Context: an optimization exercise on an open-source flow, tuned for small area, a short achievable clock period and few clock cycles. The choices shown serve that exercise and are no tape-out recipe. Where RTL was checked, it was by simulation tests only, not by an equivalence proof against the original. Function not checked in run 3: the RTL went through the layout flow alone. Power and IR drop assume default switching activity.

## config.mk

```make
export PLATFORM = sky130hd
export DESIGN_NAME = rvf_curve_builder
export DESIGN_NICKNAME = rvf_curve_builder
export VERILOG_FILES = /design/flow/design.v
export SDC_FILE = /design/flow/constraint.sdc
export NUM_CORES = 4
export LEC_CHECK = 0
export ABC_AREA = 1
export CAP_MARGIN = 20
export CORE_MARGIN = 2
export CORE_UTILIZATION = 40
export PLACE_DENSITY = 0.6
export SLEW_MARGIN = 20
```

## flow/synth.tcl

```tcl
proc synth {args} { yosys synth -nofsm -noshare {*}$args }
proc abc {args} {
  set i [lsearch -exact $args -script]
  if { $i >= 0 } {
    set args [lreplace $args $i [expr {$i + 1}] -script $::env(MY_ABC_SCRIPT)]
  }
  puts "abc wrapper: $args"
  yosys abc {*}$args
}
proc extract_fa {args} { puts "extract_fa skipped" }
source $::env(SCRIPTS_DIR)/synth.tcl
# left out here: clear keep_hierarchy, flatten, clean up, hide names made inside functions, write 1_2_yosys.v
```

## constraint.sdc

```tcl
create_clock -name core_clock -period 10.0 [get_ports {clk}]
set_input_delay 2.0000 -clock core_clock [delete_from_list [all_inputs] [get_ports {clk}]]
set_output_delay 2.0000 -clock core_clock [all_outputs]
set_load 0.01 [all_outputs]
```

## standard.sh

```bash
#!/bin/bash
# synth_recipe.tcl (not shown) runs the flow's synth.tcl, then flattens the netlist and writes it again
# the make line also repeats each setting of config.mk as NAME=value (left out here)
make -C /OpenROAD-flow-scripts/flow DESIGN_CONFIG=/design/flow/config.mk WORK_HOME=/design/flow/orfs CLKGATE_MAP_FILE= SYNTH_SCRIPT=/design/flow/synth_recipe.tcl "${@:-finish}"
```

## flow/run.sh

```bash
#!/bin/bash
# The standard layout (standard.sh), with four changes to how it is made:
# - synthesis is synth_recipe.tcl's (synth -nofsm -noshare, flatten, rename)
#   except that its ABC call maps with flow/abc.script, a delay-targeted
#   mapping (1400 ps, two rounds) with area recovery, and Yosys does not extract full and
#   half adders before ABC; registers are mapped as before;
# - timing repair aims at a setup margin of 7.0 ns;
# - the port buffers are sky130_fd_sc_hd__buf_2 cells;
# - clock tree synthesis adds no dummy loads.
# make's full output goes to standard_flow.log, each tool's own log to
# orfs/logs/.
set -euo pipefail
here=$(pwd)
export MY_ABC_SCRIPT=$here/flow/abc.script
bash standard.sh SYNTH_SCRIPT=$here/flow/synth.tcl SETUP_SLACK_MARGIN=7.0 \
  'BUFFER_PORTS_ARGS=-buffer_cell sky130_fd_sc_hd__buf_2' \
  'CTS_ARGS=-sink_clustering_enable -repair_clock_nets -dont_use_dummy_load -buf_list sky130_fd_sc_hd__clkbuf_8' \
  finish > standard_flow.log 2>&1
```

## flow/abc.script

```
strash
dc2
dch
map -D 1400
strash
dc2
dch
map -D 1400
topo
stime -c
buffer -c
upsize -c -D 1400
dnsize -c -D 1400
```

## design.v

```verilog
module rvf_curve_builder (
    input  wire        clk,
    input  wire        rst,
    input  wire        start,
    input  wire [6:0]  bw,           
    input  wire [6:0]  bh,           
    output wire        idle,
    output reg         wr_valid,
    output reg  [11:0] wr_addr,      
    output reg  [11:0] wr_data,      
    output reg         done
);
    reg        idle_r;
    reg        su;               
    reg        run;              
    reg        f1, f2;           
    reg [5:0]  w1;               
    reg        k0;               
    reg [5:0]  ox, oy;           
    reg [5:0]  xh;               
    reg [5:0]  yh;               
    reg [11:0] t;                
    reg        vd;               
    reg [5:0]  xd, yd;           
    reg [5:0]  ty;               
    reg [11:0] rb;               
    reg        ev;               
    reg [5:0]  xa;               
    assign idle = idle_r;
    wire [5:0] h1 = yh;
    wire [5:0] v = w1 | h1;
    wire [5:0] th;               
    genvar gj;
    generate for (gj = 0; gj < 6; gj = gj + 1) begin : g_th
        assign th[gj] = |v[5:gj];
    end endgenerate
    wire [5:0] dw = th & ~w1;    
    wire [5:0] dh = th & ~h1;
    wire [5:0] ox_w = {1'b0, dw[5:1]};
    wire [5:0] oy_w = {1'b0, dh[5:1]};
    wire [6:0] cw = {1'b0, dw} + 7'd1;
    wire [6:0] ch = {1'b0, dh} + 7'd1;
    wire [5:0] xh_w = th & ~cw[6:1];
    wire [5:0] yh_w = th & ~ch[6:1];
    wire [5:0] d1, d0, sw, cp;
    wire [5:0] x, y;
    generate for (gj = 0; gj < 6; gj = gj + 1) begin : g_pos
        assign d1[gj] = t[2*gj+1];
        assign d0[gj] = t[2*gj];
        if (gj == 5) begin : g_top
            assign sw[gj] = k0;
            assign cp[gj] = 1'b0;
        end else begin : g_low
            assign sw[gj] = k0 ^ ((5 - gj) % 2 == 1) ^ (^d1[5:gj+1]) ^ (^d0[5:gj+1]);
            assign cp[gj] = ^(d1[5:gj+1] & d0[5:gj+1]);
        end
        assign x[gj] = d1[gj] ^ cp[gj] ^ (d0[gj] & sw[gj]);
        assign y[gj] = d1[gj] ^ cp[gj] ^ (d0[gj] & ~sw[gj]);
    end endgenerate
    wire [5:0] glx = ~xd & ox, elx = ~(xd ^ ox);
    wire [5:0] ghx = xd & ~xh, ehx = ~(xd ^ xh);
    wire [5:0] gly = ~yd & oy, ely = ~(yd ^ oy);
    wire [5:0] ghy = yd & ~yh, ehy = ~(yd ^ yh);
    wire [5:0] ltx, gtx, lty, gty, out;
    generate for (gj = 0; gj < 6; gj = gj + 1) begin : g_cmp
        if (gj == 5) begin : g_top
            assign ltx[gj] = glx[gj];
            assign gtx[gj] = ghx[gj];
            assign lty[gj] = gly[gj];
            assign gty[gj] = ghy[gj];
        end else begin : g_low
            assign ltx[gj] = ltx[gj+1] | (glx[gj] & (&elx[5:gj+1]));
            assign gtx[gj] = gtx[gj+1] | (ghx[gj] & (&ehx[5:gj+1]));
            assign lty[gj] = lty[gj+1] | (gly[gj] & (&ely[5:gj+1]));
            assign gty[gj] = gty[gj+1] | (ghy[gj] & (&ehy[5:gj+1]));
        end
        assign out[gj] = ltx[gj] | gtx[gj] | lty[gj] | gty[gj];
    end endgenerate
    wire [6:0] sk;
    assign sk[0] = vd & out[0];
    generate for (gj = 1; gj < 6; gj = gj + 1) begin : g_sk
        assign sk[gj] = vd & out[gj] & t[0] & ~(|t[2*gj-1:1]);
    end endgenerate
    assign sk[6] = 1'b0;
    wire [11:0] m;
    generate for (gj = 0; gj < 12; gj = gj + 1) begin : g_m
        assign m[gj] = sk[gj/2 + 1];
    end endgenerate
    wire [11:0] tm = t | m;
    wire [11:0] cy;              
    wire [11:0] t_step;
    generate for (gj = 0; gj < 12; gj = gj + 1) begin : g_step
        if (gj == 0) begin : g_b0
            assign cy[gj] = 1'b1;
        end else begin : g_bn
            assign cy[gj] = &tm[gj-1:0];
        end
        assign t_step[gj] = (tm[gj] ^ cy[gj]) & ~m[gj];
    end endgenerate
    wire t_last = vd & (sk[1] ? (&tm) : ~(|t));
    wire bubble = sk[1];         
    wire [5:0] ty_p = ty + 6'd1;
    wire [5:0] ty_m = ty - 6'd1;
    wire       y_eq = (yd == ty);
    wire [5:0] gu = yd & ~ty, eu = ~(yd ^ ty);
    wire [5:0] upc;              
    generate for (gj = 0; gj < 6; gj = gj + 1) begin : g_up
        if (gj == 5) begin : g_top
            assign upc[gj] = gu[gj];
        end else begin : g_low
            assign upc[gj] = upc[gj+1] | (gu[gj] & (&eu[5:gj+1]));
        end
    end endgenerate
    wire       y_up = vd & upc[0];
    wire       y_dn = vd & ~upc[0] & ~y_eq;
    wire       y_st = ~y_up & ~y_dn;
    wire       near = y_eq | (yd == ty_p) | (yd == ty_m);
    wire       emit = run & vd & ~out[0];
    wire       stall = emit & ~near;
    wire [11:0] rb_p = rb + {6'd0, w1} + 12'd1;       
    wire [11:0] rb_m = rb + {6'h3f, ~w1};             
    always @(posedge clk) begin
        if (rst) begin
            idle_r   <= 1'b1;
            su       <= 1'b0;
            run      <= 1'b0;
            f1       <= 1'b0;
            f2       <= 1'b0;
            ev       <= 1'b0;
            vd       <= 1'b0;
            wr_valid <= 1'b0;
            done     <= 1'b0;
        end else begin
            su       <= idle_r & start;
            f1       <= run & t_last & ~stall;
            if (su) vd <= 1'b0;
            else if (!stall) vd <= ~bubble;
            f2       <= f1;
            done     <= f2;
            ev       <= emit & near;
            wr_valid <= ev;
            if (idle_r & start) idle_r <= 1'b0;
            if (f2) idle_r <= 1'b1;
            if (su) run <= 1'b1;
            if (run & t_last & ~stall) run <= 1'b0;
        end
        if (idle_r) begin
            w1 <= bw[5:0] - 6'd1;
            yh <= bh[5:0] - 6'd1;
        end
        if (su) begin
            k0 <= ^th;
            ox <= ox_w;
            oy <= oy_w;
            xh <= xh_w;
            yh <= yh_w;
        end
        if (su) begin
            t  <= 12'd0;
            ty <= oy_w;
            rb <= -{6'd0, ox_w};
        end else begin
            if (!stall) begin
                t  <= t_step;
                xd <= x;
                yd <= y;
            end
            ty <= ({6{y_up}} & ty_p) | ({6{y_dn}} & ty_m) | ({6{y_st}} & ty);
            rb <= ({12{y_up}} & rb_p) | ({12{y_dn}} & rb_m) | ({12{y_st}} & rb);
        end
        xa <= xd;
        wr_addr <= rb + {6'd0, xa};
        if (su) wr_data <= 12'd0;
        else wr_data <= wr_data + {11'd0, wr_valid};
    end
endmodule
```

==> results of run 1 <==
-- synth_stat cells, types with 7 or more instances --
cell type / instances
xor2_1: 36
dfxtp_1: 69
nand4_1: 14
o21ai_1: 15
nand2_1: 141
nor2_1: 145
inv_2: 14
inv_1: 105
o22ai_1: 7
o21ai_0: 34
clkbuf_1: 8
nor3_1: 13
xnor2_1: 13
nand3_1: 40
a22oi_1: 7
a21oi_1: 41
o211ai_1: 7
edfxtp_1: 41
-- routing by layer --
metal / global-route usage [%] / up-vias
li1: - / 2821
met1: 26.0 / 2484
met2: 29.9 / 114
met3: 3.06 / 14
met4: 6.20 / 0
met5: 0 / -
-- cells by family (layout without fill, tap and decap cells) --
kind of cell	after synthesis	in the layout	synth area share (%)
AO/OA/AOI/OAI	142	142	14.3
XOR/XNOR	52	52	7.61
buffers and inverters	133	174	8.18
flip-flops	110	110	41.6
multiplexers	1	1	0.159
AND/OR/NAND/NOR	393	393	28.1
-- where the power goes --
part	leakage [nW]	internal, mW	switching (mW)
Sequential	0.984	0.571	0.0946
Combinational	1.98	0.233	0.397
Clock	0.0647	0.0813	0.142
Total	3.03	0.885	0.634
-- worst max-delay path by stage --
stage / end / slack (ns) / cells past startpoint
global route: yd[0]$_DFFE_PP_ / 6.98 / 8
CTS: yh[5]$_DFFE_PP_ / 7.01 / 6
finish: wr_data[8] / 7.10 / 1
detailed placement: yh[5]$_DFFE_PP_ / 6.57 / 6
floorplan: yh[5]$_DFFE_PP_ / 7.05 / 5
global placement: yd[0]$_DFFE_PP_ / 6.60 / 8
-- layout by cell type (no fill, tap or decap), drive strengths merged, types with 2 or more instances in the layout --
cell and instances:
a211oi 4, a21oi 44, a221oi 3, a22oi 7, a311oi 2, a31oi 8
a32oi 3, and3 4, buf 45, clkbuf 9, dfxtp 69, edfxtp 41
inv 119, nand2 146, nand3 43, nand3b 4, nand4 14, nor2 151
nor3 20, nor4 4, o2111ai 2, o211ai 7, o21ai 49, o22ai 7
o31ai 2, or2 5, xnor2 14, xor2 38
-- sequential cells by signal (all words and copies together) (netlist names), 5 cells and up --
signal,flops
yd,6
ty,6
ox,5
oy,5
xh,6
w1,6
xa,6
wr_addr,12
rb,12
yh,6
t,12
xd,6
wr_data,12
-- cell type report --
class | instances | area, µm² | area share (%)
inverters | 120 | 450 | 6.54
well taps | 211 | 264 | 3.83
clock buffers | 9 | 124 | 1.80
repair buffers | 45 | 235 | 3.42
flip-flops and latches | 110 | 2620 | 38.0
multi-input cells | 588 | 3200 | 46.4
-- what timing repair did --
action	4_1_cts	5_1_grt
endpoints found under the hold margin	0	0
hold buffers	0	0
setup endpoints to repair	13	24
gates resized for setup	4	6
setup buffers	1	0
==> qor.txt, run 1 <==
Final instance area: 6890 µm²
Top-area cell type share of the netlist area: 22.0%
Worst R2R Setup Slack: 7.18 ns
CP Cell Sequence: buf_2
Number of port buffers: 41
Share of layout cells above drive strength 1: 13.2%
Vias in the first global route: 4,956
P per Cell Area: 221 nW/µm²
Crit-path slowest cell: dfxtp_1
Global placement routability congestion: 0.871
WHS Path Cells: 2
Top cells by area, synth: dfxtp_1 (22%), edfxtp_1 (20%), nor2_1 (8.7%)
Final Hold Viols: 0
Mapped Cells: 831
Post-layout util: 45.1%
Vias per inst: 5.02
Most area-hungry cell type in the Yosys netlist: dfxtp_1
WL/cell: 13.7 µm
CTS tree: done
Post-synth cell types: 58
Commonest register cell after synthesis: dfxtp_1
Setup crit start kind: register
Skew final: 0.0239 ns
CTS clk-pin slew, worst paths: 0.10 ns
Beginning of the worst register-to-register path: xd[3]$_DFFE_PP_
Slew headroom: 59.5%
Max Slew Vio Count: 0
Die Ht: 129 µm
Final wirelength: 14,800 µm
Worst endpoint required time: 8.00 ns
CTS Buffer Depth: 2
Hold Crit Class: register to register
Setup Slack @ Placement: 6.57 ns
RR Endpoint: yd[0]$_DFFE_PP_
Fill cells: 1,581
Global-route wire length before repair: 24,500 µm
Worst Max-Slew Pin Slew: 0.606 ns
Highest metal used: met4
Leakage: 3.03 nW
Critical Path Start: wr_data[8]$_SDFF_PP0_
Tot Pwr: 1.52 mW
Setup-failing EPs final: 0
Die area: 16,700 µm²
Syn avg cell area: 7.56 µm²
Synth Net Count: 848
RSZ-0062 raised after global routing: no
Placed insts: 1,073
Clock Sinks: 110
I/O pin total: 44
Row count: 45
WL met1: 7380 µm
Sum Neg Setup Slack: 0 ns
Synthesis-to-layout area growth: 9.62%
Hold path startpoint: f1$_SDFF_PP0_
Worst Path Arrival: 0.90 ns
DRC violations left: 0
Register area share after synthesis: 41.6%
Root Buffer: clkbuf_8
CP max stage delay: 0.37 ns
EDFF count, synth: 41
Post-DP HPWL: 11,200 µm
Largest net degree at the start of global routing: 44
Overall Global Routing Usage: 18.7%
Die X: 129 µm
Outcome: no timing/DRC/antenna violations
Highest clock rate: 345 MHz
Synthesized area: 6280 µm²
Maximum fanout along the worst path: 3
DR vias: 5,433
Hold Worst Slack: 0.438 ns
YS warnings: 1
Drt first pass iters: 5
Floorplan core area: 15,300 µm²
Worst path top cell family by delay: flip-flops
Crit path kind: register to output pin
Final ANT Viol Nets: 0
H-tree levels: 3
Period utilization: 29.0%
Initial antenna violation count: 0
GRT overflow: 0
Worst setup margin: 7.10 ns
Register bit total from synthesis: 110
Crit end category: output pin
Worst vdd ir: 0.108 mV
Cells on worst reg2reg path: 8
Clock latency on the worst-skew pair: 0.39 ns
Starting density of the core: 41.2%
Buf+Inv Stages, Crit Path: 1
Async SR Flop Fraction: 0%
Cts bufs inserted: 9
Worst hold path endpoint: f2$_SDFF_PP0_
Met3 wire length: 619 µm
Met2 routed wirelength: 6580 µm
Initial DRC Count: 278
Max-cap violations: 0
Fin nets: 891
Area post-placement: 6710 µm²
Ant diodes: 0
Non-filler cells, final: 1,083
Min Tclk post-route: 2.90 ns
Testbench counts, summed over its fixed seeds: cycles 157,109.
==> run 2, diff against run 1 <==
--- a/config.mk
+++ b/config.mk
@@ -11,3 +11,4 @@
 export CORE_UTILIZATION = 40
 export PLACE_DENSITY = 0.6
 export SLEW_MARGIN = 20
+export TNS_END_PERCENT = 5
==> run 2 against run 1 <==
- still clean
- core utilization decreased by 0.25 points
- cell count hardly changed
- synthesized area stayed put
- global-route usage is essentially flat
- critical path depth increased by 5
- combinational power about the same
- non-clock buffer count shrank 1
- synthesized cell count unchanged
- flip-flop and latch count is the same
- total power fell by 0.16%
==> qor.txt, run 2 <==
Fin nets: 890 (-0.11%)
Sum Neg Setup Slack: 0 ns (unchanged)
Crit path kind: input port to register
CTS clk-pin slew, worst paths: 0.10 ns (about the same)
Async SR Flop Fraction: 0% (unchanged)
Die X: 129 µm (unchanged)
CTS Buffer Depth: 2 (unchanged)
Max Slew Vio Count: 0 (unchanged)
YS warnings: 1 (unchanged)
CTS tree: done
Crit-path slowest cell: nor3_1
Register bit total from synthesis: 110 (unchanged)
Die area: 16,700 µm² (unchanged)
Setup crit start kind: input port
Cts bufs inserted: 9 (unchanged)
Hold Buf Count CTS: 0 (unchanged)
Synth top cells by count: nor2_1 (145), nand2_1 (141), inv_1 (105), dfxtp_1 (69)
Clock Sinks: 110 (unchanged)
Drt first pass iters: 5 (unchanged)
Post-layout util: 44.9% (-0.25 points)
NetSw: 0.632 mW (-0.27%)
I/O pin total: 44 (unchanged)
Initial antenna violation count: 0 (unchanged)
DRC violations left: 0 (unchanged)
GRT overflow: 0 (unchanged)
Crit end category: register
Vias per inst: 5.00 (-0.41%)
Worst path top cell family by delay: simple AND/OR/NAND/NOR gates
Buf+Inv Stages, Crit Path: 1 (unchanged)
Worst Path Arrival: 3.17 ns (+2.27 ns)
RSZ-0062 raised after global routing: yes
Floorplan core area: 15,300 µm² (unchanged)
Worst Max-Slew Pin Slew: 0.606 ns (-0.000518 ns)
EDFF count, synth: 41 (unchanged)
Commonest non-fill, non-tap cell in the layout: nor2_1
Number of port buffers: 41 (unchanged)
P per Cell Area: 221 nW/µm² (+0.39%)
Int Power: 0.885 mW (about the same)
Worst vdd ir: 0.108 mV (-0.12%)
Highest clock rate: 328 MHz (-4.8%)
Share of layout cells above drive strength 1: 12.9% (-0.33 points)
Overall Global Routing Usage: 18.7% (-0.021 points)
Top cells by area, synth: dfxtp_1 (22%), edfxtp_1 (20%), nor2_1 (8.7%)
Most frequent cell after synthesis: nor2_1
Setup-failing EPs final: 0 (unchanged)
Period utilization: 30.5% (+1.5 points)
CP Cell Sequence: buf_2 > nor3_1 > nand2_1 > nor2_1 > xnor2_1 > o21ai_0
Register area share after synthesis: 41.6% (unchanged)
Largest net degree at the start of global routing: 44 (unchanged)
Final Hold Viols: 0 (unchanged)
Global-route wire length before repair: 24,500 µm (-0.11%)
Global placement routability congestion: 0.871 (unchanged)
Starting density of the core: 41.2% (unchanged)
Die Ht: 129 µm (unchanged)
Synthesized area: 6280 µm² (unchanged)
Commonest register cell after synthesis: dfxtp_1
Initial DRC Count: 277 (-0.36%)
Hold Crit Class: register to register
Post-DP HPWL: 11,200 µm (unchanged)
Row count: 45 (unchanged)
Vias in the first global route: 4,943 (-0.26%)
Maximum fanout along the worst path: 3 (unchanged)
Syn avg cell area: 7.56 µm² (unchanged)
Logic pwr share: 41.4% (about the same)
CP max stage delay: 0.48 ns (+0.11 ns)
Reg power frac: 43.9% (about the same)
Top-area cell type share of the netlist area: 22.0% (unchanged)
Synthesis-to-layout area growth: 9.02%
Leakage: 3.01 nW (-0.40%)
Sw frac: 41.7% (-0.046 points)
Post-synth cell types: 58 (unchanged)
Final wirelength: 14,800 µm (about the same)
Clk pwr share: 14.7% (about the same)
Root Buffer: clkbuf_8
Post-CTS Resized: 3 (-1)
WL/cell: 13.7 µm (+0.14%)
Ant diodes: 0 (unchanged)
Clock latency on the worst-skew pair: 0.39 ns (about the same)
Most frequent cells in the layout: nor2_1 (144), nand2_1 (141), inv_1 (105)
Most area-hungry cell type in the Yosys netlist: dfxtp_1
DR vias: 5,406 (-0.50%)
Post-CTS setup buffers: 0 (-1)
Min Tclk post-route: 3.05 ns (+0.147 ns)
Final ANT Viol Nets: 0 (unchanged)
Slew headroom: 59.6% (about the same)
Synth Net Count: 848 (unchanged)
Mapped Cells: 831 (unchanged)
Max-cap violations: 0 (unchanged)
H-tree levels: 3 (unchanged)
Outcome: no timing/DRC/antenna violations
Worst endpoint required time: 10.12 ns (+2.12 ns)
Skew final: 0.0239 ns (-0.0000513 ns)
-- run 2: changes by cell type in the layout (fill, tap and decap cells not counted), sizes merged --
cell  before  now
buf       45   44
-- run 2: per-stage QoR --
step           power (mW)  hold WS, ns  worst slack [ns]  instance area, µm²  cells
4_1_cts              1.53        0.444              6.93                6840   1082
5_1_grt              1.64        0.467              6.89                6850   1082
3_5_place_dp         1.30        0.406              6.57                6710   1073
3_3_place_gp         1.29        0.404              6.60                6710   1073
6_report             1.52        0.439              6.95                6850   1082
2_1_floorplan        1.15        0.370              7.05                6280    831
-- run 2: cell families after synthesis --
group	count (synthesis)	synth area share (%)
AOI/OAI and AO/OA	142	14.3
xor gates and xnor gates	52	7.61
and+or+nand+nor	393	28.1
buffers and inverters	133	8.18
DFF	110	41.6
muxes	1	0.159
-- run 2: cell type report --
cell class / count / area, µm²
flip-flops and latches: 110 / 2610
multi-input cells: 588 / 3170
well taps: 211 / 264
fillers: 1584 / 8410
inverters: 120 / 450
repair buffers: 44 / 228
clock buffers: 9 / 124
-- run 2: worst register-to-register path, cell delays in order, from the launching register on --
cell and delay, ns:
edfxtp_1 0.49, inv_1 0.14, nor2_1 0.06, nor4_2 0.49, nand2_1 0.10, nor4_1 0.30, nor3_1 0.17, and3_1 0.38
nor2_4 0.36
-- run 2: power by group through the flow --
stage | combinational [mW] | clock [mW] | sequential, mW
after global placement | 0.620 | 0 | 0.675
after global routing | 0.714 | 0.248 | 0.682
after detailed placement | 0.622 | 0 | 0.676
final | 0.628 | 0.223 | 0.666
after CTS | 0.626 | 0.235 | 0.665
after floorplan | 0.493 | 0 | 0.655
-- run 2: routing by layer --
| layer | wire [µm] | track usage [%] | vias to the layer above |
|---|---|---|---|
| met5 | 0 | 0 | - |
| met4 | 229 | 6.20 | 0 |
| met3 | 584 | 3.06 | 14 |
| met2 | 6550 | 29.8 | 106 |
| met1 | 7450 | 26.0 | 2468 |
| li1 | - | - | 2818 |
-- run 2: path summary, 6_finish.rpt --
path	from	endpoint	slack, ns	depth (start not counted)
worst max-delay path	bh[2]	yh[5]$_DFFE_PP_	6.95	6
worst min-delay path	f1$_SDFF_PP0_	f2$_SDFF_PP0_	0.44	2
worst max register to register	xd[3]$_DFFE_PP_	yd[0]$_DFFE_PP_	7.18	8
worst min register to register	f1$_SDFF_PP0_	f2$_SDFF_PP0_	0.44	2
==> run 3, diff against run 2 <==
--- a/design.v
+++ b/design.v
@@ -158,7 +158,7 @@
         if (su) begin
             t  <= 12'd0;
             ty <= oy_w;
-            rb <= -{6'd0, ox_w};
+            rb <= 12'd0;
         end else begin
             if (!stall) begin
                 t  <= t_step;
@@ -168,7 +168,7 @@
             ty <= ({6{y_up}} & ty_p) | ({6{y_dn}} & ty_m) | ({6{y_st}} & ty);
             rb <= ({12{y_up}} & rb_p) | ({12{y_dn}} & rb_m) | ({12{y_st}} & rb);
         end
-        xa <= xd;
+        xa <= xd - ox;
         wr_addr <= rb + {6'd0, xa};
         if (su) wr_data <= 12'd0;
         else wr_data <= wr_data + {11'd0, wr_valid};
--- a/config.mk
+++ b/config.mk
@@ -11,4 +11,3 @@
 export CORE_UTILIZATION = 40
 export PLACE_DENSITY = 0.6
 export SLEW_MARGIN = 20
-export TNS_END_PERCENT = 5
==> run 3 against run 2 <==
- die area grew 0.35%
- register-to-register slack gained 0.09 ns
- worst setup slack gained 0.074 ns
- non-clock buffer count grew 4
- via count grew 1.1%
- clock power is essentially flat
- still clean on timing, DRC and antenna
- routed wire length grew 1.2%
- core utilization grew 0.24 points
- cell area grew 0.91%
- cell count grew 0.28%
- fmax grew 2.5%
- clock skew grew 0.0068 ns
==> qor.txt, run 3 <==
Async SR Flop Fraction: 0% (unchanged)
Die X: 130 µm (+0.17%)
Most frequent CP cell: buf_6
Slew headroom: 57.4% (-2.2 points)
Leakage: 3.07 nW (+1.9%)
YS warnings: 1 (unchanged)
Vias in the first global route: 4,845 (-2.0%)
Post-DP HPWL: 11,400 µm (+1.8%)
Max Slew Vio Count: 0 (unchanged)
Starting density of the core: 41.2% (about the same)
Floorplan core area: 15,300 µm² (+0.37%)
Initial antenna violation count: 0 (unchanged)
H-tree levels: 3 (unchanged)
CP max stage delay: 0.33 ns (-0.15 ns)
Highest clock rate: 336 MHz (+2.5%)
Global placement routability congestion: 0.865 (-0.79%)
Hold Crit Class: register to register
Syn avg cell area: 7.60 µm² (+0.48%)
Global-route wire length before repair: 24,100 µm (-1.6%)
Commonest register cell after synthesis: dfxtp_1
Register area share after synthesis: 41.4% (-0.15 points)
CTS tree: done
Top cells by area, synth: dfxtp_1 (22%), edfxtp_1 (20%), nand2_1 (9.1%)
Commonest non-fill, non-tap cell in the layout: nand2_1
Die Ht: 130 µm (+0.17%)
Top-area cell type share of the netlist area: 21.9% (-0.079 points)
Min Tclk post-route: 2.97 ns (-0.0738 ns)
Crit end category: output pin
RSZ-0062 raised after global routing: yes
Synth top cells by count: nand2_1 (153), nor2_1 (130), inv_1 (118), dfxtp_1 (69), edfxtp_1 (41)
Final Hold Viols: 0 (unchanged)
Number of port buffers: 41 (unchanged)
Clock latency on the worst-skew pair: 0.40 ns (about the same)
DR vias: 5,465 (+1.1%)
CTS Buffer Depth: 2 (unchanged)
Most area-hungry cell type in the Yosys netlist: dfxtp_1
Row count: 45 (unchanged)
Drt first pass iters: 5 (unchanged)
Synth Net Count: 847 (-0.12%)
Sum Neg Setup Slack: 0 ns (unchanged)
Post-synth cell types: 64 (+10%)
Synthesis-to-layout area growth: 9.62%
Overall Global Routing Usage: 18.4% (-0.28 points)
EDFF count, synth: 41 (unchanged)
Final wirelength: 15,000 µm (+1.2%)
Largest net degree at the start of global routing: 45 (+2.3%)
GRT overflow: 0 (unchanged)
Worst vdd ir: 0.0991 mV (-8.3%)
Skew final: 0.0307 ns (+0.00680 ns)
Worst Max-Slew Pin Slew: 0.635 ns (+0.0288 ns)
Setup-failing EPs final: 0 (unchanged)
Die area: 16,800 µm² (+0.35%)
Period utilization: 29.7% (-0.74 points)
Register bit total from synthesis: 110 (unchanged)
Mapped Cells: 830 (-0.12%)
Most frequent cell after synthesis: nand2_1
Fin nets: 893 (+0.34%)
Buf+Inv Stages, Crit Path: 2 (+1)
Initial DRC Count: 374 (+35%)
Vias per inst: 5.04 (+0.81%)
Max-cap violations: 0 (unchanged)
WL/cell: 13.8 µm (+0.90%)
Tot Pwr: 1.61 mW (+6.4%)
CTS clk-pin slew, worst paths: 0.12 ns (+0.02 ns)
Ant diodes: 0 (unchanged)
Worst path top cell family by delay: flip-flops
Hold Worst Slack: 0.414 ns (-0.0248 ns)
Crit path kind: register to output pin
Worst endpoint required time: 8.00 ns (-2.12 ns)
Hold Buf Count CTS: 0 (unchanged)
Crit-path slowest cell: dfxtp_2
Most frequent cells in the layout: nand2_1 (153), nor2_1 (128), inv_1 (118)
Share of layout cells above drive strength 1: 13.5% (+0.64 points)
Setup crit start kind: register
Final ANT Viol Nets: 0 (unchanged)
Root Buffer: clkbuf_8
CP Cell Sequence: buf_6 > buf_6
Outcome: no timing/DRC/antenna violations
Synthesized area: 6310 µm² (+0.36%)
Clock Sinks: 110 (unchanged)
I/O pin total: 44 (unchanged)
Cts bufs inserted: 9 (unchanged)
P per Cell Area: 233 nW/µm² (+5.4%)
DRC violations left: 0 (unchanged)
Maximum fanout along the worst path: 2 (-1)
Worst Path Arrival: 0.97 ns (-2.20 ns)
run 3: cell count changes in the layout (fill, tap and decap cells not counted), sizes merged, moves of 3 or more:
cell	previous run	this run
inv	119	122
nor3	20	23
nor2	151	138
nand2	146	158
nand3	43	37
nand4	14	9
o22ai	7	10
a22oi	7	10
xor2	38	34
buf	44	48
run 3: cells by family (layout without fill, tap and decap cells):
family / after synthesis / count (layout) / share of synthesized area (%)
AOI/OAI and AO/OA: 153 / 153 / 16.0
buffers and inverters: 135 / 179 / 8.31
xor gates and xnor gates: 46 / 46 / 6.63
and+or+nand+nor: 386 / 386 / 27.7
DFF: 110 / 110 / 41.4
run 3: per-layer routing:
| metal | track usage [%] | share of wire [%] | up-vias |
|---|---|---|---|
| li1 | - | - | 2835 |
| met1 | 25.6 | 48 | 2492 |
| met2 | 29.3 | 45 | 129 |
| met3 | 4.67 | 5.8 | 9 |
| met4 | 3.80 | 0.95 | 0 |
| met5 | 0 | 0 | - |
run 3: repair_timing:
| item | CTS | global route |
|---|---|---|
| pin swaps | 0 | 1 |
| buffers inserted | 1 | 3 |
| resized for setup | 4 | 3 |
| setup endpoints to repair | 13 | 22 |
run 3: final timing paths:
path                                     startpoint               to  slack (ns)  cells after the start
worst max-delay path            idle_r$_SDFFE_PP1P_             idle        7.03                      2
worst min-delay path                  f1$_SDFF_PP0_    f2$_SDFF_PP0_        0.41                      2
worst max register to register      yd[4]$_DFFE_PP_  yd[3]$_DFFE_PP_        7.27                     10
worst min register to register        f1$_SDFF_PP0_    f2$_SDFF_PP0_        0.41                      2
run 3: final cells by class:
| class | count | area, µm² |
|---|---|---|
| tap | 211 | 264 |
| fill | 1614 | 8400 |
| timing repair buffer | 48 | 268 |
| multi-input combinational | 585 | 3180 |
| sequential | 110 | 2620 |
| inverter | 122 | 458 |
| clock buffer | 9 | 124 |
run 3: metrics by stage:
stage	setup slack (ns)	utilization [%]	instance area [µm²]	instances
final	7.03	45.1	6910	1085
after global routing	6.99	45.1	6910	1085
after CTS	7.01	44.9	6880	1082
after detailed placement	6.63	44.0	6730	1072
after global placement	6.64	44.0	6730	1072
after floorplan	7.06	-	6310	830
run 3: power breakdown:
group / switching (mW) / internal, mW
Clock: 0.141 / 0.0813
Sequential: 0.0988 / 0.587
Combinational: 0.446 / 0.259
Total: 0.686 / 0.928
run 3: worst min-delay path: stages, from the launching register on:
cell and delay [ns]:
dfxtp_1 0.32, inv_1 0.04, nor2_1 0.03
==> run 4, diff against run 3 <==
--- a/design.v
+++ b/design.v
@@ -158,7 +158,7 @@
         if (su) begin
             t  <= 12'd0;
             ty <= oy_w;
-            rb <= 12'd0;
+            rb <= -{6'd0, ox_w};
         end else begin
             if (!stall) begin
                 t  <= t_step;
@@ -168,7 +168,7 @@
             ty <= ({6{y_up}} & ty_p) | ({6{y_dn}} & ty_m) | ({6{y_st}} & ty);
             rb <= ({12{y_up}} & rb_p) | ({12{y_dn}} & rb_m) | ({12{y_st}} & rb);
         end
-        xa <= xd - ox;
+        xa <= xd;
         wr_addr <= rb + {6'd0, xa};
         if (su) wr_data <= 12'd0;
         else wr_data <= wr_data + {11'd0, wr_valid};
--- a/flow/run.sh
+++ b/flow/run.sh
@@ -2,7 +2,7 @@
 # The standard layout (standard.sh), with four changes to how it is made:
 # - synthesis is synth_recipe.tcl's (synth -nofsm -noshare, flatten, rename)
 #   except that its ABC call maps with flow/abc.script, a delay-targeted
-#   mapping (1400 ps, two rounds) with area recovery, and Yosys does not extract full and
+#   mapping (1400 ps, three rounds) with area recovery, and Yosys does not extract full and
 #   half adders before ABC; registers are mapped as before;
 # - timing repair aims at a setup margin of 7.0 ns;
 # - the port buffers are sky130_fd_sc_hd__buf_2 cells;
--- a/flow/abc.script
+++ b/flow/abc.script
@@ -1,3 +1,7 @@
+strash
+dc2
+dch
+map -D 1400
 strash
 dc2
 dch
==> run 4 against run 3 <==
- routed wire length down 3.9%
- hold slack got worse by 0.031 ns
- combinational power down 11%
- clock power hardly changed
- critical path depth is the same
- count of clock-buffer cells in the layout unchanged
- sequential share of layout area grew 0.74 points
- non-clock buffer count increased by 1
- clock skew decreased by 0.00089 ns
- core utilization is 0.37 points lower
- critical path type unchanged
- largest power group is now sequential cells
==> qor.txt, run 4 <==
Commonest register cell after synthesis: dfxtp_1
Worst path top cell family by delay: flip-flops
Global-route wire length before repair: 23,800 µm (-1.1%)
Beginning of the worst register-to-register path: yd[4]$_DFFE_PP_
Simple logic cell fraction of the synthesized area: 27.2% (-0.44 points)
RSZ-0062 raised after global routing: yes
Worst Max-Slew Pin Slew: 0.798 ns (+0.163 ns)
Die X: 128 µm (-1.0%)
Buf+Inv Stages, Crit Path: 2 (unchanged)
Top-area cell type share of the netlist area: 22.4% (+0.47 points)
Synthesis-to-layout area growth: 9.81%
Async SR Flop Fraction: 0% (unchanged)
CP Cell Sequence: buf_6 > buf_2
Outcome: no timing/DRC/antenna violations
Placed insts: 1,041 (-2.9%)
Largest net degree at the start of global routing: 44 (-2.2%)
Leakage: 3.02 nW (-1.7%)
Drt first pass iters: 5 (unchanged)
Most Crowded Layer GR: met2
Initial antenna violation count: 0 (unchanged)
Non-filler cells, final: 1,054 (-2.9%)
Die area: 16,400 µm² (-2.0%)
Most area-hungry cell type in the Yosys netlist: dfxtp_1
WL/cell: 13.7 µm (-1.0%)
Maximum fanout along the worst path: 2 (unchanged)
Crit path kind: register to output pin
Mapped Cells: 819 (-1.3%)
H-tree levels: 3 (unchanged)
Largest family of logic cells by synthesized area: simple AND/OR/NAND/NOR gates
Setup crit start kind: register
Max Slew Vio Count: 0 (unchanged)
Synthesized area: 6170 µm² (-2.1%)
Starting density of the core: 40.8% (-0.41 points)
Critical Path Start: idle_r$_SDFFE_PP1P_
Worst vdd ir: 0.0858 mV (-13%)
Register area share after synthesis: 42.3% (+0.88 points)
Worst R2R Setup Slack: 7.11 ns (-0.16 ns)
Syn avg cell area: 7.54 µm² (-0.77%)
Post-synthesis mux area share: 0.162% (+0.16 points)
Register bit total from synthesis: 110 (unchanged)
Clock latency on the worst-skew pair: 0.40 ns (about the same)
Floorplan core area: 15,100 µm² (-1.1%)
Commonest non-fill, non-tap cell in the layout: nor2_1
Sum Neg Setup Slack: 0 ns (unchanged)
Tot Pwr: 1.52 mW (-5.6%)
Number of port buffers: 41 (unchanged)
Synth top cells by count: nor2_1 (146), nand2_1 (137), inv_1 (112), dfxtp_1 (69), o21ai_0 (55)
Area of the multi-input gates: 3100 µm² (-2.7%)
Adder-Cell Fraction of Synth Area: 0% (unchanged)
Ant diodes: 0 (unchanged)
Final Hold Viols: 0 (unchanged)
Slew headroom: 46.6% (-11 points)
Register area: 2620 µm² (unchanged)
Top cells by area, synth: dfxtp_1 (22%), edfxtp_1 (20%), nor2_1 (8.9%)
Period utilization: 29.7% (-0.037 points)
Crit end category: output pin
Highest clock rate: 337 MHz (+0.12%)
Max-cap violations: 0 (unchanged)
Root Buffer: clkbuf_8
Most frequent cells in the layout: nor2_1 (144), nand2_1 (137), inv_1 (112)
Hold Buf Count CTS: 0 (unchanged)
Worst endpoint required time: 8.00 ns (about the same)
Global placement routability congestion: 0.839 (-2.9%)
Global Route met3 Usage: 2.30% (-2.4 points)
Post-synth cell types: 57 (-11%)
Worst setup margin: 7.03 ns (+0.00372 ns)
I/O pin total: 44 (unchanged)
EDFF count, synth: 41 (unchanged)
CTS tree: done
Setup-failing EPs final: 0 (unchanged)
Overall Global Routing Usage: 18.4% (-0.043 points)
Cts bufs inserted: 9 (unchanged)
GRT met2 Usage: 29.0% (-0.22 points)
CTS Buffer Depth: 2 (unchanged)
Post-DP HPWL: 10,700 µm (-6.1%)
Row count: 45 (unchanged)
Hold Crit Class: register to register
YS warnings: 1 (unchanged)
Most frequent cell after synthesis: nor2_1
Initial DRC Count: 366 (-2.1%)
Crit-path slowest cell: dfxtp_2
Min Tclk post-route: 2.97 ns (-0.00372 ns)
Die Ht: 128 µm (-1.0%)
Fin nets: 885 (-0.90%)
Vias per inst: 4.98 (-1.0%)
P per Cell Area: 225 nW/µm² (-3.7%)
Fill cells: 1,500 (-7.1%)
Worst Path Arrival: 0.97 ns (about the same)
Setup Slack @ Placement: 6.72 ns (+0.0912 ns)
Synth Area in Compound Gates: 15.1% (-0.84 points)
XOR/XNOR Fraction of Synth Area: 7.34% (+0.71 points)
DR vias: 5,254 (-3.9%)
Final ANT Viol Nets: 0 (unchanged)
Final wirelength: 14,400 µm (-3.9%)
Skew final: 0.0298 ns (-0.000895 ns)
Hold path startpoint: f1$_SDFF_PP0_
CTS clk-pin slew, worst paths: 0.10 ns (-0.02 ns)
Clock Sinks: 110 (unchanged)
Global-route track usage on met1: 26.0% (+0.36 points)
Synth Net Count: 836 (-1.3%)
GRT overflow: 0 (unchanged)
Vias in the first global route: 4,812 (-0.68%)
DRC violations left: 0 (unchanged)
Share of layout cells above drive strength 1: 11.9% (-1.6 points)
CP max stage delay: 0.33 ns (about the same)
run 4: kinds of logic after synthesis:
group / after synthesis
compound gates: 148
xor+xnor: 50
buf+inv: 128
flops: 110
mux: 1
simple gates: 382
run 4: metrics by stage:
| stage | area (µm²) | hold slack (ns) | utilization [%] |
|---|---|---|---|
| global route | 6780 | 0.417 | 44.8 |
| CTS | 6740 | 0.389 | 44.5 |
| global placement | 6600 | 0.403 | 43.6 |
| finish | 6780 | 0.383 | 44.8 |
| detailed placement | 6600 | 0.403 | 43.6 |
| floorplan | 6170 | 0.348 | - |
run 4: metal layers:
| metal | vias up | wire (µm) |
|---|---|---|
| li1 | 2792 | - |
| met1 | 2364 | 7200 |
| met2 | 83 | 6510 |
| met3 | 15 | 472 |
| met4 | 0 | 228 |
| met5 | - | 0 |
run 4: final timing paths:
kind,cells past startpoint,to
max,2,idle
min,2,f2$_SDFF_PP0_
max reg2reg,11,t[11]$_SDFFE_PP0N_
min reg2reg,2,f2$_SDFF_PP0_
run 4: area by class of cell:
cell class / instances / share of cell area [%]
timing repair buffer: 49 / 3.97
sequential: 110 / 38.6
inverter: 117 / 6.48
multi-input combinational: 581 / 45.7
clock buffer: 9 / 1.83
tap: 188 / 3.47
run 4: worst register-to-register path: cells and delay by family (launching register included):
family,cells,cell delay [ns]
simple gates,4,1.03
compound gates,5,0.96
flops,1,0.50
buf+inv,2,0.35
run 4: power breakdown:
group	internal, mW	switching, mW	total, mW
Sequential	0.577	0.0982	0.675
Combinational	0.234	0.392	0.627
Clock	0.0813	0.141	0.222
Total	0.893	0.631	1.52
run 4: timing repair:
item                                    CTS  global route
endpoints found under the setup margin   13            20
buffers inserted                          1             3
pin swaps                                 0             1
hold endpoints to repair                  0             0
gates resized for setup                   3             4
Testbench counts of run 4, summed over its fixed seeds: cycles 157,109.
==> run 5, diff against run 4 <==
--- a/flow/run.sh
+++ b/flow/run.sh
@@ -2,7 +2,7 @@
 # The standard layout (standard.sh), with four changes to how it is made:
 # - synthesis is synth_recipe.tcl's (synth -nofsm -noshare, flatten, rename)
 #   except that its ABC call maps with flow/abc.script, a delay-targeted
-#   mapping (1400 ps, three rounds) with area recovery, and Yosys does not extract full and
+#   mapping (1400 ps, then an area-oriented round) with area recovery, and Yosys does not extract full and
 #   half adders before ABC; registers are mapped as before;
 # - timing repair aims at a setup margin of 7.0 ns;
 # - the port buffers are sky130_fd_sc_hd__buf_2 cells;
==> flow/abc.script (replaced) <==
strash
dc2
dch
map -D 1400
strash
dc2
dch
map -D 1400 -a
topo
stime -c
buffer -c
upsize -c -D 1400
dnsize -c -D 1400
==> run 5 against run 4 <==
- still clean on timing, DRC and antenna
- core utilization increased by 5.1 points
- combinational power is 3.2% higher
- synthesized cell count shrank 0.37%
- non-clock buffer count is 42 higher
- global-route usage rose by 0.087 points
- clock power about the same
- worst setup slack got worse by 0.15 ns
- first-iteration DRC count fell by 10%
- cell count is 3.3% higher
- register-to-register slack worse by 0.23 ns
- synthesized area shrank 2.1%
- critical endpoint is now xd[1]$_DFFE_PP_
- largest power group unchanged
==> qor.txt, run 5 <==
Outcome: no timing/DRC/antenna violations
Most frequent cell after synthesis: nor2_1
Top cells by area, synth: dfxtp_1 (23%), edfxtp_1 (20%), nor2_1 (11%)
Synth top cells by count: nor2_1 (177), inv_1 (132), nand2_1 (106), dfxtp_1 (69), o21ai_0 (58)
Cells on worst reg2reg path: 17 (+6)
Fin nets: 924 (+4.4%)
GRT overflow: 0 (unchanged)
Drt first pass iters: 6 (+1)
Synth Net Count: 833 (-0.36%)
Register area: 2620 µm² (about the same)
Most frequent cells in the layout: nor2_1 (159), inv_1 (127), nand2_1 (100)
Cts bufs inserted: 9 (unchanged)
Hold path startpoint: f1$_SDFF_PP0_
Max Slew Vio Count: 0 (unchanged)
Global placement routability congestion: 0.852 (+1.5%)
Critical Path Stages: 17 (+15)
Register bit total from synthesis: 110 (unchanged)
Highest metal used: met4
WHS Path Cells: 2 (unchanged)
Worst Max-Slew Pin Slew: 0.965 ns (+0.167 ns)
WL met1: 7280 µm (+1.2%)
Leakage: 3.28 nW (+8.7%)
Initial DRC Count: 328 (-10%)
Share of layout cells above drive strength 1: 20.7% (+8.8 points)
Beginning of the worst register-to-register path: yh[5]$_DFFE_PP_
Met3 wire length: 727 µm (+54%)
P per Cell Area: 209 nW/µm² (-6.9%)
Overall Global Routing Usage: 18.5% (+0.087 points)
RR Endpoint: xd[1]$_DFFE_PP_
XOR/XNOR Fraction of Synth Area: 7.82% (+0.49 points)
Crit-path slowest cell: edfxtp_1
Vias per inst: 4.97 (-0.27%)
EDFF count, synth: 41 (unchanged)
Initial antenna violation count: 0 (unchanged)
DRC violations left: 0 (unchanged)
Synthesis-to-layout area growth: 20.9%
Register area share after synthesis: 43.2% (+0.90 points)
WL/cell: 13.8 µm (+0.68%)
CTS tree: done
Adder-Cell Fraction of Synth Area: 0% (unchanged)
CTS clk-pin slew, worst paths: 0.10 ns (about the same)
CP Cell Sequence: buf_6 > o22ai_4 > nor2_4 > o21ai_2 > nor2_1 > a22oi_1 > o311ai_2 > nor2_4 > nand2_2 > buf_4 > buf_6 > nor3_4 > o221ai_4 > nor2_4 > buf_12 > nor2_4 > buf_12
RSZ-0062 raised after global routing: yes
Final wirelength: 15,000 µm (+4.0%)
H-tree levels: 3 (unchanged)
DR vias: 5,414 (+3.0%)
Global-route wire length before repair: 23,600 µm (-0.99%)
Most frequent CP cell: nor2_4
Worst hold path endpoint: f2$_SDFF_PP0_
Worst endpoint required time: 10.16 ns (+2.16 ns)
Root Buffer: clkbuf_8
Clock Sinks: 110 (unchanged)
Simple logic cell fraction of the synthesized area: 23.8% (-3.4 points)
Tot Pwr: 1.53 mW (+0.29%)
Max-cap violations: 0 (unchanged)
Mapped Cells: 816 (-0.37%)
Die area: 16,100 µm² (-2.0%)
Post-layout util: 49.9% (+5.1 points)
Hold Crit Class: register to register
Slew headroom: 35.6% (-11 points)
Setup Slack @ Placement: 6.23 ns (-0.493 ns)
Clock latency on the worst-skew pair: 0.39 ns (about the same)
Min Tclk post-route: 3.12 ns (+0.155 ns)
Fill cells: 1,468 (-2.1%)
Post-synthesis mux area share: 0.166% (+0.0035 points)
Commonest register cell after synthesis: dfxtp_1
I/O pin total: 44 (unchanged)
Die Ht: 127 µm (-1.0%)
CP max stage delay: 0.47 ns (+0.14 ns)
Setup-failing EPs final: 0 (unchanged)
Area of the multi-input gates: 3180 µm² (+2.5%)
Crit end category: register
CTS Buffer Depth: 2 (unchanged)
Die X: 127 µm (-1.0%)
Post-DP HPWL: 10,500 µm (-1.9%)
Worst Path Arrival: 3.29 ns (+2.32 ns)
Skew final: 0.0234 ns (-0.00641 ns)
Met2 routed wirelength: 6680 µm (+2.7%)
Setup crit start kind: register
Ant diodes: 0 (unchanged)
Most area-hungry cell type in the Yosys netlist: dfxtp_1
Vias in the first global route: 4,857 (+0.94%)
Synth Area in Compound Gates: 15.7% (+0.55 points)
YS warnings: 1 (unchanged)
Final ANT Viol Nets: 0 (unchanged)
Highest clock rate: 320 MHz (-5.0%)
Buf+Inv Stages, Crit Path: 5 (+3)
Top-area cell type share of the netlist area: 22.8% (+0.48 points)
Floorplan core area: 14,600 µm² (-3.3%)
Maximum fanout along the worst path: 7 (+5)
Number of port buffers: 41 (unchanged)
Synthesized area: 6050 µm² (-2.1%)
Commonest non-fill, non-tap cell in the layout: nor2_1
Final Hold Viols: 0 (unchanged)
Async SR Flop Fraction: 0% (unchanged)
Crit path kind: register to register
Worst R2R Setup Slack: 6.88 ns (-0.23 ns)
Row count: 44 (-2.2%)
Starting density of the core: 41.3% (+0.52 points)
Worst vdd ir: 0.107 mV (+25%)
Syn avg cell area: 7.41 µm² (-1.7%)
Largest family of logic cells by synthesized area: simple AND/OR/NAND/NOR gates
Worst path top cell family by delay: simple AND/OR/NAND/NOR gates
Period utilization: 31.2% (+1.5 points)
Post-synth cell types: 50 (-12%)
Largest net degree at the start of global routing: 54 (+23%)
Worst setup margin: 6.88 ns (-0.155 ns)
Sum Neg Setup Slack: 0 ns (unchanged)
-- run 5: cell count changes after synthesis, sizes merged, moves of 4 or more --
| cell | delta |
|---|---|
| a22oi | +5 |
| nor2 | +31 |
| o21ai | +4 |
| a31oi | -4 |
| nand2 | -29 |
| o211ai | -7 |
| inv | +21 |
| nand3 | -26 |
-- run 5: final cells by class --
type | instances | share of cell area [%]
clock buffers | 9 | 1.70
inverters | 138 | 7.09
multi-input cells | 557 | 43.5
flip-flops and latches | 110 | 35.8
well taps | 184 | 3.15
repair buffers | 91 | 8.77
-- run 5: worst max path at each step --
stage                          from          endpoint
finish              yh[5]$_DFFE_PP_   xd[1]$_DFFE_PP_
global route        xd[5]$_DFFE_PP_  run$_SDFFE_PP0P_
CTS                 xd[5]$_DFFE_PP_     f1$_SDFF_PP0_
detailed placement  xd[5]$_DFFE_PP_   xd[1]$_DFFE_PP_
global placement    xd[5]$_DFFE_PP_   yd[0]$_DFFE_PP_
floorplan                     bh[2]   yh[5]$_DFFE_PP_
-- run 5: metrics by stage --
| step | hold WS, ns | cell area (µm²) | cells |
|---|---|---|---|
| final | 0.412 | 7310 | 1089 |
| after global placement | 0.400 | 6450 | 1031 |
| after detailed placement | 0.398 | 6450 | 1031 |
| after global routing | 0.447 | 7310 | 1089 |
| after CTS | 0.415 | 6830 | 1061 |
| after floorplan | 0.365 | 6050 | 816 |
-- run 5: kinds of logic after synthesis --
kind of cell | after synthesis
xor gates and xnor gates | 54
muxes | 1
buffers and inverters | 150
AOI/OAI and AO/OA | 153
DFF | 110
and+or+nand+nor | 348
-- run 5: tightest hold or removal path, delay by kind of cell, from the launching register on --
| kind | cells | cell delay [ns] |
|---|---|---|
| flip-flops | 1 | 0.31 |
| buffers and inverters | 1 | 0.04 |
| AND/OR/NAND/NOR | 1 | 0.03 |
-- run 5: timing repair --
item / 4_1_cts / 5_1_grt
resized for setup: 21 / 66
cloned: 1 / 0
hold buffers: 0 / 0
pin swaps: 5 / 19
buffers inserted: 20 / 28
setup endpoints to repair: 35 / 44
-- run 5: routing by layer --
metal	vias to the layer above	track usage (%)
met1	2466	26.5
met5	-	0
met2	111	28.5
li1	2820	-
met3	17	2.49
met4	0	6.85
-- run 5: where the power goes --
part,internal [mW],switching (mW)
combinational,0.255,0.392
clock,0.0813,0.143
sequential,0.573,0.0837
==> run 6, diff against run 5 <==
--- a/flow/run.sh
+++ b/flow/run.sh
@@ -2,7 +2,7 @@
 # The standard layout (standard.sh), with four changes to how it is made:
 # - synthesis is synth_recipe.tcl's (synth -nofsm -noshare, flatten, rename)
 #   except that its ABC call maps with flow/abc.script, a delay-targeted
-#   mapping (1400 ps, then an area-oriented round) with area recovery, and Yosys does not extract full and
+#   mapping (1200 ps) with area recovery, and Yosys does not extract full and
 #   half adders before ABC; registers are mapped as before;
 # - timing repair aims at a setup margin of 7.0 ns;
 # - the port buffers are sky130_fd_sc_hd__buf_2 cells;
==> flow/abc.script (replaced) <==
strash
dch
map -D 1200
topo
stime -c
buffer -c
upsize -c -D 1200
dnsize -c -D 1200
==> run 6 against run 5 <==
- flip-flop and latch count stayed put
- cell area is 0.46% lower
- hold slack worse by 0.0069 ns
- sequential power is 11% higher
- worst setup slack better by 0.22 ns
- highest routed layer unchanged
==> qor.txt, run 6 <==
Commonest register cell after synthesis: dfxtp_1
Worst Path Arrival: 0.91 ns (-2.38 ns)
Max-cap violations: 0 (unchanged)
Min Tclk post-route: 2.91 ns (-0.216 ns)
Maximum fanout along the worst path: 4 (-3)
Global-route wire length before repair: 28,500 µm (+21%)
Top-area cell type share of the netlist area: 20.5% (-2.3 points)
Starting density of the core: 40.7% (-0.56 points)
Overall Global Routing Usage: 20.1% (+1.7 points)
Largest net degree at the start of global routing: 45 (-17%)
Highest clock rate: 344 MHz (+7.4%)
Synth Net Count: 942 (+13%)
Global placement routability congestion: 0.902 (+5.8%)
Clock latency on the worst-skew pair: 0.40 ns (about the same)
Hold path startpoint: f1$_SDFF_PP0_
Register bit total from synthesis: 110 (unchanged)
Setup crit start kind: register
Area post-placement: 7140 µm² (+11%)
Synthesis-to-layout area growth: 8.09%
XOR/XNOR Fraction of Synth Area: 7.42% (-0.40 points)
Worst endpoint required time: 8.00 ns (-2.16 ns)
Crit path kind: register to output pin
CTS Buffer Depth: 2 (unchanged)
Buf+Inv Stages, Crit Path: 1 (-4)
DRC violations left: 0 (unchanged)
Synth Area in Compound Gates: 14.8% (-0.83 points)
Die area: 17,900 µm² (+11%)
Most area-hungry cell type in the Yosys netlist: dfxtp_1
Die Ht: 134 µm (+5.3%)
Initial antenna violation count: 0 (unchanged)
Adder-Cell Fraction of Synth Area: 0% (unchanged)
Clock Sinks: 110 (unchanged)
Floorplan core area: 16,500 µm² (+13%)
Fin nets: 977 (+5.7%)
EDFF count, synth: 41 (unchanged)
Synth top cells by count: nand2_1 (209), nor2_1 (124), inv_1 (111), dfxtp_1 (69), nand3_1 (48)
Crit end category: output pin
WHS Path Cells: 2 (unchanged)
Top cells by area, synth: dfxtp_1 (21%), edfxtp_1 (18%), nand2_1 (12%)
CP max stage delay: 0.38 ns (-0.09 ns)
P per Cell Area: 252 nW/µm² (+21%)
Syn avg cell area: 7.27 µm² (-1.8%)
Period utilization: 29.1% (-2.2 points)
Vias per inst: 5.19 (+4.3%)
Number of port buffers: 41 (unchanged)
CTS tree: done
Mapped Cells: 925 (+13%)
Post-synthesis mux area share: 0% (-0.17 points)
Register area share after synthesis: 38.8% (-4.4 points)
Outcome: no timing/DRC/antenna violations
I/O pin total: 44 (unchanged)
Largest family of logic cells by synthesized area: simple AND/OR/NAND/NOR gates
Commonest non-fill, non-tap cell in the layout: nand2_1
RSZ-0062 raised after global routing: no
Final ANT Viol Nets: 0 (unchanged)
CP Cell Sequence: buf_2
DR vias: 6,109 (+13%)
Skew final: 0.0326 ns (+0.00929 ns)
Ant diodes: 0 (unchanged)
Cells on worst reg2reg path: 9 (-8)
Vias in the first global route: 5,710 (+18%)
Async SR Flop Fraction: 0% (unchanged)
Tot Pwr: 1.84 mW (+20%)
Drt first pass iters: 4 (-2)
Worst Max-Slew Pin Slew: 0.606 ns (-0.359 ns)
H-tree levels: 3 (unchanged)
Worst path top cell family by delay: flip-flops
Post-DP HPWL: 13,100 µm (+25%)
Share of layout cells above drive strength 1: 11.3% (-9.4 points)
RR Endpoint: yd[5]$_DFFE_PP_
Cts bufs inserted: 9 (unchanged)
Final wirelength: 17,200 µm (+15%)
Synthesized area: 6730 µm² (+11%)
Final instance area: 7270 µm² (-0.46%)
Slew headroom: 59.3% (+24 points)
Critical Path Start: wr_data[1]$_SDFF_PP0_
Sum Neg Setup Slack: 0 ns (unchanged)
CTS clk-pin slew, worst paths: 0.09 ns (about the same)
Crit-path slowest cell: dfxtp_1
Die X: 134 µm (+5.3%)
YS warnings: 1 (unchanged)
Beginning of the worst register-to-register path: yd[5]$_DFFE_PP_
Post-layout util: 44.0% (-5.9 points)
Leakage: 3.27 nW (-0.23%)
Worst R2R Setup Slack: 7.24 ns (+0.36 ns)
Post-synth cell types: 60 (+20%)
Final Hold Viols: 0 (unchanged)
Most frequent cells in the layout: nand2_1 (209), nor2_1 (123), inv_1 (111)
Row count: 47 (+6.8%)
Hold Crit Class: register to register
Worst vdd ir: 0.114 mV (+6.6%)
Simple logic cell fraction of the synthesized area: 30.6% (+6.8 points)
WL/cell: 14.6 µm (+6.3%)
Worst hold path endpoint: f2$_SDFF_PP0_
Root Buffer: clkbuf_8
Initial DRC Count: 264 (-20%)
Most frequent cell after synthesis: nand2_1
GRT overflow: 0 (unchanged)
Max Slew Vio Count: 0 (unchanged)
Setup-failing EPs final: 0 (unchanged)
==> run 6: cell count changes in the layout (fill, tap and decap cells not counted), moves of 13 or more <==
cell and change:
inv_1 -16, o21ai_0 -13, nand2_1 +109, buf_4 -37
nand3_1 +31, nor2_1 -36, nor3_1 +13
==> run 6: final cells by class <==
| class | count | area [µm²] |
|---|---|---|
| fill | 1707 | 9250 |
| multi-input combinational | 672 | 3560 |
| sequential | 110 | 2620 |
| inverter | 122 | 459 |
| tap | 220 | 275 |
| timing repair buffer | 45 | 235 |
| clock buffer | 9 | 124 |
==> run 6: cell families after synthesis <==
logic type / Yosys count
AO/OA/AOI/OAI: 154
XOR/XNOR: 57
buffers and inverters: 143
flip-flops: 110
AND/OR/NAND/NOR: 461
==> run 6: report_power, final <==
part	total, mW	switching, mW	internal, mW
clock network	0.221	0.139	0.0812
registers	0.726	0.131	0.595
logic	0.889	0.564	0.325
total	1.84	0.834	1.00
==> run 6: how the worst max path moves through the flow <==
stage / slack [ns] / to / depth (start not counted)
after global placement: 6.87 / yh[5]$_DFFE_PP_ / 7
after global routing: 7.05 / wr_data[1] / 1
final: 7.09 / wr_data[1] / 1
after CTS: 7.00 / idle / 1
after detailed placement: 6.84 / yh[4]$_DFFE_PP_ / 7
after floorplan: 7.09 / yh[5]$_DFFE_PP_ / 6
==> run 6: worst reg2reg max path: cells and delay by family (launching register included) <==
family | cells | cell delay [ns]
AND/OR/NAND/NOR | 7 | 1.53
flip-flops | 1 | 0.47
buffers and inverters | 1 | 0.21
AO/OA/AOI/OAI | 1 | 0.20
==> run 6: through the flow <==
stage               setup WS (ns)  hold slack, ns  instances
CTS                          7.00           0.409       1177
global placement             6.87           0.394       1168
finish                       7.09           0.405       1178
global route                 7.05           0.430       1178
floorplan                    7.09           0.348        925
detailed placement           6.84           0.396       1168
==> run 6: metal layers <==
metal  up-vias  global-route usage, %  wire length, µm
met5         -                      0                0
li1       3134                      -                -
met1      2797                   25.2             7730
met4         0                   6.86              488
met2       147                   34.8             8280
met3        31                   3.88              742
==> run 6: repair_timing <==
action                                  4_1_cts  5_1_grt
hold buffers                                  0        0
setup buffers                                 0        1
endpoints found under the setup margin        7        1
resized for setup                             3        0
==> run 7, diff against run 6 <==
--- a/flow/run.sh
+++ b/flow/run.sh
@@ -2,7 +2,7 @@
 # The standard layout (standard.sh), with four changes to how it is made:
 # - synthesis is synth_recipe.tcl's (synth -nofsm -noshare, flatten, rename)
 #   except that its ABC call maps with flow/abc.script, a delay-targeted
-#   mapping (1200 ps) with area recovery, and Yosys does not extract full and
+#   mapping (1700 ps) with area recovery, and Yosys does not extract full and
 #   half adders before ABC; registers are mapped as before;
 # - timing repair aims at a setup margin of 7.0 ns;
 # - the port buffers are sky130_fd_sc_hd__buf_2 cells;
==> flow/abc.script (replaced) <==
strash
dch
map -D 1700
topo
stime -c
buffer -c
upsize -c -D 1700
dnsize -c -D 1700
==> run 7 against run 6 <==
- core utilization grew 2.3 points
- synthesized area decreased by 6.8%
- routed wire length is 13% lower
- flip-flop and latch count stayed put
- via count decreased by 13%
- synthesized cell count down 11%
- worst setup slack worse by 0.047 ns
- register-to-register slack got worse by 0.07 ns
- critical path type unchanged
- highest routed layer unchanged
==> qor.txt, run 7 <==
Most frequent cells in the layout: nor2_1 (134), nand2_1 (133), inv_1 (110)
Leakage: 3.14 nW (-3.9%)
Skew final: 0.0281 ns (-0.00452 ns)
Post-synthesis mux area share: 0% (unchanged)
Slew headroom: 40.5% (-19 points)
Largest family of logic cells by synthesized area: simple AND/OR/NAND/NOR gates
Top cells by area, synth: dfxtp_1 (22%), edfxtp_1 (20%), nor2_1 (8.4%)
Worst hold path endpoint: f2$_SDFF_PP0_
Synthesized area: 6270 µm² (-6.8%)
Vias per inst: 4.86 (-6.2%)
Global placement routability congestion: 0.875 (-3.0%)
Clock latency on the worst-skew pair: 0.39 ns (about the same)
Register area share after synthesis: 41.7% (+2.8 points)
Cells on worst reg2reg path: 16 (+7)
Period utilization: 29.6% (+0.47 points)
Syn avg cell area: 7.60 µm² (+4.5%)
Worst Max-Slew Pin Slew: 0.892 ns (+0.286 ns)
Setup crit start kind: register
Commonest non-fill, non-tap cell in the layout: nor2_1
Floorplan core area: 15,300 µm² (-7.7%)
Worst R2R Setup Slack: 7.17 ns (-0.07 ns)
Largest net degree at the start of global routing: 61 (+36%)
Async SR Flop Fraction: 0% (unchanged)
I/O pin total: 44 (unchanged)
Simple logic cell fraction of the synthesized area: 25.6% (-5.0 points)
Placed insts: 1,062 (-9.1%)
Min Tclk post-route: 2.96 ns (+0.0473 ns)
CTS tree: done
Worst setup margin: 7.04 ns (-0.0473 ns)
Highest clock rate: 338 MHz (-1.6%)
Overall Global Routing Usage: 18.1% (-2.0 points)
Final wirelength: 15,000 µm (-13%)
CTS Buffer Depth: 2 (unchanged)
Outcome: no timing/DRC/antenna violations
YS warnings: 1 (unchanged)
Final instance area: 7060 µm² (-2.9%)
Register bit total from synthesis: 110 (unchanged)
DRC violations left: 0 (unchanged)
Die area: 16,700 µm² (-6.6%)
Die Ht: 129 µm (-3.4%)
XOR/XNOR Fraction of Synth Area: 10.3% (+2.9 points)
Hold path startpoint: f1$_SDFF_PP0_
Number of port buffers: 41 (unchanged)
Synthesis-to-layout area growth: 12.6%
Row count: 45 (-4.3%)
Non-filler cells, final: 1,087 (-7.7%)
Initial antenna violation count: 1 (+1)
RSZ-0062 raised after global routing: yes
Max Slew Vio Count: 0 (unchanged)
Synth top cells by count: nor2_1 (140), nand2_1 (135), inv_1 (111), dfxtp_1 (69), xor2_1 (58)
Mapped Cells: 825 (-11%)
Share of layout cells above drive strength 1: 13.6% (+2.3 points)
Vias in the first global route: 4,732 (-17%)
Worst Path Arrival: 0.96 ns (+0.05 ns)
Fin nets: 895 (-8.4%)
RR Endpoint: t[5]$_SDFFE_PP0N_
Final ANT Viol Nets: 0 (unchanged)
Maximum fanout along the worst path: 2 (-2)
Final Hold Viols: 0 (unchanged)
Initial DRC Count: 328 (+24%)
Area post-placement: 6680 µm² (-6.4%)
Die X: 129 µm (-3.4%)
Most area-hungry cell type in the Yosys netlist: dfxtp_1
Crit path kind: register to output pin
Root Buffer: clkbuf_8
Adder-Cell Fraction of Synth Area: 0.160% (+0.16 points)
Global-route wire length before repair: 23,500 µm (-18%)
Setup-failing EPs final: 0 (unchanged)
Top-area cell type share of the netlist area: 22.0% (+1.5 points)
Clock Sinks: 110 (unchanged)
DR vias: 5,286 (-13%)
WHS Path Cells: 2 (unchanged)
Hold Buf Count CTS: 0 (unchanged)
Sum Neg Setup Slack: 0 ns (unchanged)
CTS clk-pin slew, worst paths: 0.10 ns (about the same)
Synth Net Count: 842 (-11%)
Commonest register cell after synthesis: dfxtp_1
Ant diodes: 0 (unchanged)
P per Cell Area: 235 nW/µm² (-6.8%)
Crit end category: output pin
Post-layout util: 46.3% (+2.3 points)
H-tree levels: 3 (unchanged)
Post-synth cell types: 59 (-1.7%)
Cts bufs inserted: 9 (unchanged)
Post-DP HPWL: 11,100 µm (-16%)
Setup Slack @ Placement: 6.68 ns (-0.166 ns)
Worst endpoint required time: 8.00 ns (about the same)
Worst vdd ir: 0.0993 mV (-13%)
WL/cell: 13.8 µm (-5.6%)
Max-cap violations: 0 (unchanged)
Starting density of the core: 41.1% (+0.39 points)
Beginning of the worst register-to-register path: yh[5]$_DFFE_PP_
Synth Area in Compound Gates: 13.8% (-1.1 points)
EDFF count, synth: 41 (unchanged)
Most frequent cell after synthesis: nor2_1
Drt first pass iters: 5 (+1)
GRT overflow: 0 (unchanged)
Hold Crit Class: register to register
## run 7: cell types whose count changed in the layout (fill, tap and decap cells not counted), moves of 4 or more
cell      before  now
xor2_1        40   57
a31oi_1        9    4
nor2_1       123  134
a21oi_1       37   43
buf_4          4   16
nand4_2        4    0
nand4_1       14    5
nand3_1       48   23
or2_2          3    8
o211ai_1       8    4
nand2_1      209  133
a221oi_1       0    6
## run 7: how the worst max path moves through the flow
stage	startpoint	end	slack [ns]	cells past startpoint
2_1_floorplan	bh[1]	yh[5]$_DFFE_PP_	7.09	6
3_3_place_gp	yd[5]$_DFFE_PP_	xd[4]$_DFFE_PP_	6.66	11
3_5_place_dp	yd[5]$_DFFE_PP_	xd[4]$_DFFE_PP_	6.68	11
4_1_cts	idle_r$_SDFFE_PP1P_	idle	7.00	2
5_1_grt	yh[5]$_DFFE_PP_	t[5]$_SDFFE_PP0N_	6.96	16
6_report	idle_r$_SDFFE_PP1P_	idle	7.04	2
## run 7: critical path, cell delays in order, from the launching register on
cell	delay, ns
dfxtp_2	0.33
buf_6	0.12
buf_6	0.11
## run 7: per-layer routing
metal / global-route usage [%] / vias up / share of wire, %
met3: 4.42 / 15 / 4.8
met5: 0 / - / 0
met4: 4.22 / 0 / 1.6
met1: 24.1 / 2367 / 48
li1: - / 2795 / -
met2: 29.9 / 109 / 46
## run 7: power by group
| group | leakage (nW) | total [mW] | switching, mW | internal (mW) |
|---|---|---|---|---|
| Sequential | 0.984 | 0.705 | 0.115 | 0.590 |
| Clock | 0.0647 | 0.217 | 0.135 | 0.0812 |
| Combinational | 2.10 | 0.740 | 0.451 | 0.288 |
## run 7: logic make-up (layout without fill, tap and decap cells)
kind of cell | Yosys count | after routing
AND/OR/NAND/NOR | 367 | 367
AO/OA/AOI/OAI | 137 | 137
buffers and inverters | 136 | 187
flip-flops | 110 | 110
XOR/XNOR | 74 | 74
adder cells (fa/ha/maj) | 1 | 1
## run 7: cell type report
type                    count  area [µm²]
repair buffers             60         374
flip-flops and latches    110        2620
well taps                 211         264
multi-input cells         579        3240
fillers                  1576        8190
clock buffers               9         124
inverters                 118         443
## run 7: through the flow
stage | hold slack, ns | total power, mW
final | 0.410 | 1.66
after global routing | 0.439 | 1.80
after CTS | 0.412 | 1.65
after detailed placement | 0.397 | 1.42
after global placement | 0.391 | 1.41
after floorplan | 0.366 | 1.25
## run 7: timing repair
| action | CTS | global route |
|---|---|---|
| setup endpoints to repair | 25 | 39 |
| buffers inserted | 1 | 15 |
| gates resized for setup | 9 | 21 |
| pin swaps | 0 | 11 |

[port drivers added, routing unchanged]
How much do the figures lean on ideal ports? The routed layouts below were timed once more, with nothing changed but the port constraints.
Step 1: set_driving_cell puts a clkbuf_16 on clk and a buf_2 on each other input, an assumption about the parent block.
Step 2 adds t to the input delays and takes it off the output delays; t is the mean of the earliest and latest rising clock arrival at the registers after step 1. Input paths then give back, and output paths get back, about the clock's delay inside the block.
Three values: ideal, step 1, step 2; two values: the first two.
| run | t (ns) | slack for setup (ns) | clock arrival spread, ns | worst slew at a driven data input, ns | pins driven straight from the clock port |
|---|---|---|---|---|---|
| run 1 | 0.420 | 7.100 / 7.061 / 6.754 | 0.024 / 0.024 | 0.03 | 1 |
| run 2 | 0.421 | 6.953 / 6.941 / 6.549 | 0.024 / 0.024 | 0.03 | 1 |
| run 3 | 0.421 | 7.027 / 6.990 / 6.820 | 0.032 / 0.031 | 0.04 | 1 |
| run 4 | 0.415 | 7.031 / 6.996 / 6.901 | 0.030 / 0.030 | 0.03 | 1 |
| run 5 | 0.416 | 6.876 / 6.876 / 6.723 | 0.023 / 0.023 | 0.03 | 1 |
| run 6 | 0.422 | 7.092 / 7.053 / 6.817 | 0.032 / 0.033 | 0.03 | 1 |
| run 7 | 0.409 | 7.045 / 7.007 / 6.839 | 0.029 / 0.029 | 0.03 | 1 |
After both steps setup and hold are still met in every run listed. For run 2, which loses most, drivers alone change the setup slack by -0.012 ns; drivers and shift together by -0.404 ns.
